This is an optimization exercise on Yosys and OpenROAD, whose aim is small area, a short achievable clock period and few clock cycles, not a production implementation. Only simulation tests tie the RTL to the original design; equivalence was not proved.

Setup of main:
## mnt_fxu
module mnt_fxu (
    input  wire        clk,
    input  wire        rst,       
    input  wire        req,
    input  wire        we,
    input  wire [5:0]  addr,      
    input  wire [31:0] wdata,
    output wire        ready,
    output reg  [31:0] rdata
);
Size in the first run: ~75 I/O pins.
export LEC_CHECK = 0
export ABC_AREA = 1
export CAP_MARGIN = 20
export CORE_MARGIN = 2
export CORE_UTILIZATION = 40
export CTS_BUF_LIST = sky130_fd_sc_hd__clkbuf_4 sky130_fd_sc_hd__clkbuf_8
export SLEW_MARGIN = 20
create_clock -name core_clock -period 14.0 [get_ports {clk}]
standard.sh (not shown) runs the stock make flow with config.mk's settings and CLKGATE_MAP_FILE= SYNTH_SCRIPT=/design/flow/synth_recipe.tcl, a recipe that flattens the netlist after the stock synthesis.
==> flow/flow/run.sh <==
#!/bin/bash
set -euo pipefail
bash standard.sh SETUP_SLACK_MARGIN=6 finish > standard.log 2>&1
Testbench counts of main, summed over its fixed seeds: cycles 35,048.
--- input diff main..the feature branch ---
diff --git a/flow/design.v b/flow/design.v
--- a/flow/design.v
+++ b/flow/design.v
@@ -196,71 +196,68 @@
     wire [31:0] quo_next = {d_quo[30:0], d_ge};
     wire        d_last   = d_iter && (d_cnt == 5'd0);
     wire        e_write  = e_valid && !e_first;
     wire        rf_we = e_write || (d_last && !d_neg);
     wire [31:0] rf_wd = d_iter ? quo_next : result;
     always @(posedge clk) begin
         if (rf_we)
             regs[e_rd] <= rf_wd;
     end
     wire fwd_a = e_valid && (e_rd == ra);
     wire fwd_b = e_valid && (e_rd == rb);
     wire [31:0] ra_val = fwd_a ? result : pa_val;
-    wire [31:0] rb_reg = regs[rb];
-    wire [31:0] rb_val = fwd_b ? result : rb_reg;
-    wire div_nz  = (fwd_a || (pa_val != 32'd0)) && (fwd_b || (rb_reg != 32'd0));
-    wire cmd_dz  = (op == OP_FDIVI) && !div_nz;
+    wire [31:0] rb_val = fwd_b ? result : regs[rb];
     localparam [NSEL-1:0] SEL_ADD  = 1 << S_ADD;
     localparam [NSEL-1:0] SEL_PASS = 1 << S_PASS;
     always @(posedge clk) begin
         if (rst) begin
             ill     <= 1'b0;
             lipend  <= 1'b0;
             lird    <= 4'd0;
             e_valid <= 1'b0;
             busy    <= 1'b0;
             d_iter  <= 1'b0;
             d_align <= 1'b0;
         end else begin
             if (wr_stat && wdata[1]) ill <= 1'b0;
             if (cmd_ill) ill <= 1'b1;
             if (cmd_data) lipend <= 1'b0;
             if (cmd_li) begin
                 lipend <= 1'b1;
                 lird   <= wdata[25:22];
             end
             if (take) begin
                 e_valid <= wr_data || cmd_alu;
-                busy    <= cmd_long && !cmd_dz;
+                busy    <= cmd_long;
             end else if (e_valid) begin
                 if (e_write) begin
                     e_valid <= 1'b0;
                     busy    <= 1'b0;
                 end else if (d_setup && !d_zero) begin
                     e_valid <= 1'b0;
                     d_align <= 1'b1;
                 end
             end else if (d_align) begin
                 d_align <= 1'b0;
                 d_iter  <= 1'b1;
             end else if (d_last) begin
                 d_iter <= 1'b0;
                 if (d_neg) e_valid <= 1'b1;
                 else       busy    <= 1'b0;
             end
         end
     end
     always @(posedge clk) begin
         if (take) begin
-            e_sel <= (wr_data || cmd_dz) ? (wr_data ? SEL_PASS : {NSEL{1'b0}}) : sel;
+            e_sel <= wr_data ? SEL_PASS : sel;
             e_sub <= !wr_data && ((op == OP_FSUB) || (op == OP_FSUBI));
             e_imm <= !wr_data && ((op == OP_FADDI) || (op == OP_FSUBI));
             e_sh  <= wdata[4:0];
             e_rd  <= wr_reg ? addr[3:0] : (cmd_data ? lird : wdata[25:22]);
             oa    <= wr_data ? wdata : ra_val;
             ob    <= rb_val;
         end else if (d_setup) begin
             if (d_zero) e_sel <= {NSEL{1'b0}};
             oa    <= a_mag;
             ob    <= b_mag;
             d_cnt <= d_k;
             d_neg <= oa[31] ^ ob[31];
--- outcome ---
[compare] base=main new=the feature branch: final cell area excluding filler cells went down by 1600 sq um, cell count went down by about 1.5%.
Parity-gate share of the synthesized area counting xor and xnor cells is higher on the feature branch
The feature branch vs main — cell count along the critical path dropped by more than a quarter
Between main and the feature branch, the flow reports number of gates resized after CTS decreasing by more than a quarter.
The feature branch vs main on multi-input gate area in the final layout: the feature branch is the lower one.
Changes observed in the feature branch relative to main: clock latency reported for the late side of the worst-skew pair went down 0.03 ns.
Going from main to the feature branch, via count shrank by about 0.6%, final design utilization decreased by 0.53 points relative to the old numbers, final worst slack went down.
Testbench counts of the feature branch, summed over its fixed seeds: cycles 35,295.

-- afterwards: timing with drivers on the ports --
No port has a modelled driver above. Below, the same layouts with a new extraction and two added sets of constraints. Step 1 sets driving cells, clkbuf_16 on the clock port and buf_2 on the other inputs (assumed; they add their load-dependent delay and slew). Step 2 times the ports against the registers' clock, not the clock port: input delays grow and output delays shrink by t, the midpoint of the rising clock arrivals with the driver on. a / b / c = ideal / step 1 / step 2; a / b = the first two.
run | t (ns) | setup slack, ns | worst hold slack (ns) | worst setup path after step 2 | latest minus earliest clock arrival (ns)
main | 0.934 | 5.980 / 5.980 / 5.556 | 0.506 / 0.506 / 0.506 | input to register | 0.133 / 0.132
the feature branch | 0.920 | 5.971 / 5.971 / 5.971 | 0.508 / 0.508 / 0.508 | register to register | 0.109 / 0.108
After both steps every run listed still meets setup and hold. The setup slack of main, which loses most, moves by 0.000 ns with the drivers and by -0.424 ns with both steps.
